Source: an optimization exercise on an open RTL-to-GDS flow (aim: small area, a short achievable clock period and few clock cycles). Production flows keep margins and buffers that such runs may drop. Function was checked by simulation only, so behaviour that the tests miss may differ from the original. No activity file was given, so power comes from the tool's default toggle rates.

==> inputs of trial 14 <==
==> flow/design.v <==
module wnaf_expander (
    input  wire       clk,
    input  wire       rst,           
    input  wire       req_valid,
    output wire       req_ready,
    input  wire       req_we,
    input  wire [8:0] req_addr,
    input  wire [7:0] req_wdata,
    output reg        rsp_valid,
    output reg        rsp_err,
    output reg  [7:0] rsp_rdata
);
    localparam [1:0] PH_IDLE  = 2'd0,
                     PH_BUSY  = 2'd1,
                     PH_DONE  = 2'd2,
                     PH_FAULT = 2'd3;
    reg [7:0]   scalar [0:31];   
    reg [31:0]  svalid;
    reg [7:0]   w;
    reg [1:0]   phase;
    reg [1:0]   fcause;
    reg         cout;
    reg [255:0] snap;            
    reg [8:0]   lk;              
    reg [7:0]   nb;              
    reg [1:0]   ws;              
    reg [4:0]   q;               
    reg [2:0]   r;
    reg [5:0]   bm;              
    reg         stall;           
    reg         rdy;             
    reg         hit;             
    reg         sk1;             
    reg [7:0]   f_whi;           
    reg [3:0]   f_wlo;           
    reg         f_ww, f_exp, f_srst;                  
    reg         f_rsc, f_rw, f_rst, f_rfc, f_rdig;    
    reg         f_v;                                  
    reg [7:0]   rq_addr;
    reg [7:0]   rq_wdata;
    assign req_ready = rdy;
    integer k;
    wire accept = req_valid & ~stall;
    wire ph_idle  = (phase == PH_IDLE);
    wire ph_busy  = (phase == PH_BUSY);
    wire ph_done  = (phase == PH_DONE);
    wire ph_fault = (phase == PH_FAULT);
    reg  srdy;                   
    reg  badw;                   
    wire host_can_write = ph_idle | ph_done;
    wire f_wsc     = |f_whi;
    wire wr_scalar = f_wsc & host_can_write;
    wire [31:0] wr_byte;         
    genvar gb;
    generate
        for (gb = 0; gb < 32; gb = gb + 1) begin : g_wb
            assign wr_byte[gb] = f_whi[gb / 4] & f_wlo[gb % 4] & host_can_write;
        end
    endgenerate
    wire wr_w      = f_ww & host_can_write;
    wire do_expand = f_exp & host_can_write;
    wire do_srst   = f_srst & ~ph_busy;
    wire short = ~srdy;
    wire start = do_expand & ~badw & ~short;
    wire [255:0] x;
    genvar gi;
    generate
        for (gi = 0; gi < 32; gi = gi + 1) begin : g_x
            assign x[8*gi +: 8] = scalar[gi];
        end
    endgenerate
    wire rd_digit = f_rdig & ph_done;
    wire dig_now  = rd_digit & hit;                 
    wire seek     = rd_digit & ~hit;                
    wire [7:0] pos = {q, r};
    wire [5:0] wfill = {ws == 2'd3, ws >= 2'd2, ws != 2'd0, 3'b111};   
    wire       s_start = ~bm[0] & (lk[1] ^ lk[0]);
    wire [5:0] s_bm    = s_start ? wfill : {1'b0, bm[5:1]};
    reg  [7:0] s_digit;
    always @(*) begin
        case (ws)
            2'd0: s_digit = {{5{lk[4]}}, lk[4:2], 1'b1};
            2'd1: s_digit = {{4{lk[5]}}, lk[5:2], 1'b1};
            2'd2: s_digit = {{3{lk[6]}}, lk[6:2], 1'b1};
            default: s_digit = {{2{lk[7]}}, lk[7:2], 1'b1};
        endcase
        if (!s_start) s_digit = 8'h00;
    end
    reg [7:0] c_st;        
    reg [5:0] c_bm;        
    integer ci, cj;
    always @(*) begin
        for (ci = 0; ci < 8; ci = ci + 1) begin
            c_st[ci] = (lk[ci + 1] ^ lk[ci]);
            if (ci < 6)
                c_st[ci] = c_st[ci] & ~bm[ci];
            for (cj = 1; cj <= 6; cj = cj + 1)
                if (ci - cj >= 0 && (cj <= 3 || (cj == 4 && ws != 2'd0) ||
                                     (cj == 5 && ws[1]) || (cj == 6 && ws == 2'd3)))
                    c_st[ci] = c_st[ci] & ~c_st[ci - cj];
        end
        for (ci = 0; ci < 6; ci = ci + 1) begin
            c_bm[ci] = 1'b0;
            for (cj = 0; cj < 8; cj = cj + 1)
                if (8 + ci - cj <= 3)
                    c_bm[ci] = c_bm[ci] | c_st[cj];
                else if (8 + ci - cj <= 6)
                    c_bm[ci] = c_bm[ci] | (c_st[cj] & (ws >= (8 + ci - cj - 3)));
        end
    end
    wire mv_byte   = ph_busy | (seek & ~sk1);
    wire mv_single = dig_now | (seek & sk1);
    wire xing      = mv_byte | (mv_single & (r == 3'd7));    
    wire [4:0] q_p1   = q + 5'd1;
    wire [7:0] pos_p1 = pos + 8'd1;
    wire [7:0] pos_next = start ? 8'd0 :
                          mv_byte ? {q_p1, 3'b000} :
                          mv_single ? pos_p1 : pos;
    wire [7:0] ta = req_addr[7:0];
    wire [7:0] tr = rq_addr;
    wire a_s = (ta == pos_p1);
    wire a_h = (ta == pos);
    wire a_hit = ~start & ~mv_byte & (mv_single ? a_s : a_h);
    wire r_q1 = (tr[7:3] == q_p1), r_q = (tr[7:3] == q);
    wire r_b = r_q1 & (tr[2:0] == 3'd0);
    wire r_s = (r == 3'd7) ? r_b : (r_q & (tr[2:0] == r + 3'd1));
    wire r_hit = mv_byte ? r_b : r_s;
    wire r_sk = (mv_byte | (r == 3'd7)) ? r_q1 : 1'b1;
    wire [4:0] q_p2 = q + 5'd2;
    wire [7:0] nb_next = (q > 5'd29) ? 8'h00 : snap[{q_p2, 3'b000} +: 8];
    wire       wrap = xing & (q == 5'd31);
    always @(posedge clk) begin
        if (start) begin
            q    <= 5'd0;
            r    <= 3'd0;
            bm   <= 6'd0;
            cout <= 1'b0;
            lk   <= {scalar[0], 1'b0};
            nb   <= scalar[1];
        end else if (mv_byte | mv_single) begin
            q  <= pos_next[7:3];
            r  <= pos_next[2:0];
            if (wrap) begin
                lk <= {snap[7:0], 1'b0};
                nb <= snap[15:8];
            end else begin
                if (mv_byte)
                    lk <= {nb, lk[8]};
                else
                    lk <= {nb[r], lk[8:1]};
                if (xing)
                    nb <= nb_next;
            end
            if (wrap)
                bm <= 6'd0;
            else if (mv_byte)
                bm <= c_bm;
            else
                bm <= s_bm;
            if (ph_busy && q == 5'd31)
                cout <= lk[8] & ~c_bm[0];
        end
    end
    always @(posedge clk) begin
        if (start) begin
            snap <= x;
            ws   <= w[1:0];
        end
    end
    wire i_rdig = ~req_we & req_addr[8];
    always @(posedge clk) begin
        if (rst) begin
            stall  <= 1'b0;
            rdy    <= 1'b1;
            hit    <= 1'b0;
            sk1    <= 1'b0;
            f_whi  <= 8'h00;
            f_ww   <= 1'b0;
            f_exp  <= 1'b0;
            f_srst <= 1'b0;
            f_rsc  <= 1'b0;
            f_rw   <= 1'b0;
            f_rst  <= 1'b0;
            f_rfc  <= 1'b0;
            f_rdig <= 1'b0;
            f_v    <= 1'b0;
        end else if (seek) begin
            hit    <= r_hit;
            sk1    <= r_sk;
        end else begin
            stall  <= accept & i_rdig & ~a_hit;
            rdy    <= ~(accept & i_rdig & ~a_hit);
            hit    <= a_hit;
            sk1    <= 1'b1;
            for (k = 0; k < 8; k = k + 1)
                f_whi[k] <= accept & req_we & (req_addr[8:2] == k);
            f_ww   <= accept & req_we & (req_addr == 9'h020);
            f_exp  <= accept & req_we & (req_addr == 9'h021) & (req_wdata == 8'h01);
            f_srst <= accept & req_we & (req_addr == 9'h021) & (req_wdata == 8'h02);
            f_rsc  <= accept & ~req_we & (req_addr[8:5] == 4'b0000);
            f_rw   <= accept & ~req_we & (req_addr == 9'h020);
            f_rst  <= accept & ~req_we & (req_addr == 9'h022);
            f_rfc  <= accept & ~req_we & (req_addr == 9'h023);
            f_rdig <= accept & i_rdig;
            f_v    <= accept;
        end
    end
    always @(posedge clk) begin
        if (~stall)
            rq_addr <= req_addr[7:0];
        rq_wdata <= req_wdata;
        for (k = 0; k < 4; k = k + 1)
            f_wlo[k] <= (req_addr[1:0] == k);
    end
    wire ok = wr_scalar | wr_w | do_expand | do_srst | f_rsc | f_rw | f_rst | f_rfc | rd_digit;
    wire [7:0] status = {3'b000, srdy, ph_done & cout, ph_fault, ph_done, ph_busy};
    wire [7:0] rd_data =
        ({8{f_rsc & svalid[rq_addr[4:0]]}} & scalar[rq_addr[4:0]]) |
        ({8{f_rw}}   & w) |
        ({8{f_rst}}  & status) |
        ({8{f_rfc}}  & {6'b000000, fcause}) |
        ({8{rd_digit}} & s_digit);
    always @(posedge clk) begin
        if (rst) begin
            rsp_valid <= 1'b0;
            rsp_err   <= 1'b0;
            rsp_rdata <= 8'h00;
        end else begin
            rsp_valid <= f_v & ~seek;
            rsp_err   <= ~ok;
            rsp_rdata <= ok ? rd_data : 8'h80;
        end
    end
    always @(posedge clk) begin
        if (rst) begin
            phase  <= PH_IDLE;
            fcause <= 2'b00;
        end else if (do_srst) begin
            phase  <= PH_IDLE;
            fcause <= 2'b00;
        end else if (do_expand) begin
            if (badw | short) begin
                phase  <= PH_FAULT;
                fcause <= {short, badw};
            end else begin
                phase <= scalar[31][7] ? PH_BUSY : PH_DONE;
            end
        end else if (ph_busy) begin
            if (q == 5'd31)
                phase <= PH_DONE;
        end
    end
    reg [31:0] svalid_next;
    reg [7:0]  w_next;
    always @(*) begin
        svalid_next = svalid;
        w_next      = w;
        svalid_next = svalid_next | wr_byte;
        if (wr_w)
            w_next = rq_wdata;
        if (rst || do_srst) begin
            svalid_next = 32'h0;
            w_next      = 8'h00;
        end
    end
    wire clr = rst | do_srst;
    always @(posedge clk) begin
        svalid <= svalid_next;
        w      <= w_next;
        srdy   <= ~clr & (&(svalid | wr_byte));
        badw   <= clr | (w_next[7:2] != 6'b000001);
    end
    integer b;
    always @(posedge clk) begin
        for (b = 0; b < 32; b = b + 1)
            if (wr_byte[b])
                scalar[b] <= rq_wdata;
    end
endmodule
==> flow/run.sh <==
#!/bin/bash
# synth_recipe.tcl (not shown) runs the flow's synth.tcl, then flattens the netlist and writes it again
# the make line also repeats each setting of config.mk as NAME=value (left out here)
make -C /OpenROAD-flow-scripts/flow DESIGN_CONFIG=/design/flow/config.mk WORK_HOME=/design/flow/orfs CLKGATE_MAP_FILE= SYNTH_SCRIPT=/design/flow/synth_recipe.tcl finish
==> flow/config.mk <==
export PLATFORM = sky130hd
export DESIGN_NAME = wnaf_expander
export DESIGN_NICKNAME = wnaf_expander
export VERILOG_FILES = /design/flow/design.v
export SDC_FILE = /design/flow/constraint.sdc
export NUM_CORES = 4
export LEC_CHECK = 0
export ABC_AREA = 1
export CAP_MARGIN = 20
export CORE_MARGIN = 2
export CORE_UTILIZATION = 35
export CTS_CLUSTER_DIAMETER = 80
export CTS_CLUSTER_SIZE = 20
export PLACE_DENSITY = 0.55
export SETUP_SLACK_MARGIN = 4.5
export SLEW_MARGIN = 20
==> flow/constraint.sdc <==
create_clock -name core_clock -period 7.0 [get_ports {clk}]
set_input_delay 1.4000 -clock core_clock [delete_from_list [all_inputs] [get_ports {clk}]]
set_output_delay 1.4000 -clock core_clock [all_outputs]
set_load 0.01 [all_outputs]
==> build 61: changes against trial 14 <==
--- a/flow/design.v
+++ b/flow/design.v
@@ -22,5 +22,5 @@
     reg         cout;
     reg [255:0] snap;            
-    reg [8:0]   lk;              
+    reg [16:0]  lk;              
     reg [7:0]   nb;              
     reg [1:0]   ws;              
@@ -127,6 +127,6 @@
     wire r_hit = mv_byte ? r_b : r_s;
     wire r_sk = (mv_byte | (r == 3'd7)) ? r_q1 : 1'b1;
-    wire [4:0] q_p2 = q + 5'd2;
-    wire [7:0] nb_next = (q > 5'd29) ? 8'h00 : snap[{q_p2, 3'b000} +: 8];
+    wire [4:0] q_p3 = q + 5'd3;
+    wire [7:0] nb_next = (q > 5'd28) ? 8'h00 : snap[{q_p3, 3'b000} +: 8];
     wire       wrap = xing & (q == 5'd31);
     always @(posedge clk) begin
@@ -136,17 +136,17 @@
             bm   <= 6'd0;
             cout <= 1'b0;
-            lk   <= {scalar[0], 1'b0};
-            nb   <= scalar[1];
+            lk   <= {scalar[1], scalar[0], 1'b0};
+            nb   <= scalar[2];
         end else if (mv_byte | mv_single) begin
             q  <= pos_next[7:3];
             r  <= pos_next[2:0];
             if (wrap) begin
-                lk <= {snap[7:0], 1'b0};
-                nb <= snap[15:8];
+                lk <= {snap[15:0], 1'b0};
+                nb <= snap[23:16];
             end else begin
                 if (mv_byte)
-                    lk <= {nb, lk[8]};
+                    lk <= {nb, lk[16:8]};
                 else
-                    lk <= {nb[r], lk[8:1]};
+                    lk <= {nb[r], lk[16:1]};
                 if (xing)
                     nb <= nb_next;
--- a/flow/config.mk
+++ b/flow/config.mk
@@ -6,11 +6,11 @@
 export NUM_CORES = 4
 export LEC_CHECK = 0
-export ABC_AREA = 1
 export CAP_MARGIN = 20
 export CORE_MARGIN = 2
 export CORE_UTILIZATION = 35
-export CTS_CLUSTER_DIAMETER = 80
-export CTS_CLUSTER_SIZE = 20
+export CTS_BUF_LIST = sky130_fd_sc_hd__clkbuf_8
+export CTS_CLUSTER_DIAMETER = 60
+export CTS_CLUSTER_SIZE = 14
 export PLACE_DENSITY = 0.55
-export SETUP_SLACK_MARGIN = 4.5
+export SETUP_SLACK_MARGIN = 4.4
 export SLEW_MARGIN = 20
==> trial 57: changes against trial 14 <==
--- a/flow/config.mk
+++ b/flow/config.mk
@@ -6,5 +6,4 @@
 export NUM_CORES = 4
 export LEC_CHECK = 0
-export ABC_AREA = 1
 export CAP_MARGIN = 20
 export CORE_MARGIN = 2
@@ -13,4 +12,4 @@
 export CTS_CLUSTER_SIZE = 20
 export PLACE_DENSITY = 0.55
-export SETUP_SLACK_MARGIN = 4.5
+export SETUP_SLACK_MARGIN = 4.4
 export SLEW_MARGIN = 20
==> summary of the runs <==
- Build 61 completed with no timing, DRC or antenna violations. Trial 57 completed without violations. Trial 14 ran to the end with no violations.
- In build 61 the non-clock buffer count is higher than in trial 14, by 26.
- In trial 57 the critical path depth is lower than in trial 14, by 3.
- The lowest worst hold slack belongs to trial 14, the highest to build 61.
- The lowest cell count belongs to trial 57, the highest to trial 14.
- Between trial 14 and build 61, the lower sequential power is in trial 14 (gap about 1%, measured against build 61).
- Die area: build 61 > trial 14 > trial 57.
- Clock skew, lowest first: trial 57, trial 14, build 61.
Testbench counts of trial 14, summed over its fixed seeds: cycles 28,474.
Testbench counts of build 61, summed over its fixed seeds: cycles 28,474.
Testbench counts of trial 57, summed over its fixed seeds: cycles 28,474.

## separate check: timing with driven ports
Ports are ideal in the flow. The routed layouts listed here were re-timed in OpenROAD. Step 1 assumes that a clkbuf_16 drives the clock port and a buf_2 every other input. Step 2 moves the port delays by t, midway between the first and last clock arrival at a register: inputs arrive t later, outputs are due t later. That takes back most of the time a late clock gives input paths. Slacks: ideal ports / drivers / drivers and shift; pairs: ideal ports / drivers.
run | t, ns | setup WS [ns] | slew at the worst register clock pin (ns) | cell pins on the clock port's net
trial 14 | 0.662 | 4.532 / 4.486 / 3.953 | 0.09 / 0.09 | 1
build 61 | 0.756 | 4.340 / 4.275 / 3.769 | 0.11 / 0.11 | 1
trial 57 | 0.651 | 4.230 / 4.230 / 3.862 | 0.09 / 0.09 | 1
After both steps every run listed still meets setup and hold. The setup slack of trial 14, which loses most, moves by -0.046 ns with the drivers and by -0.579 ns with both steps.
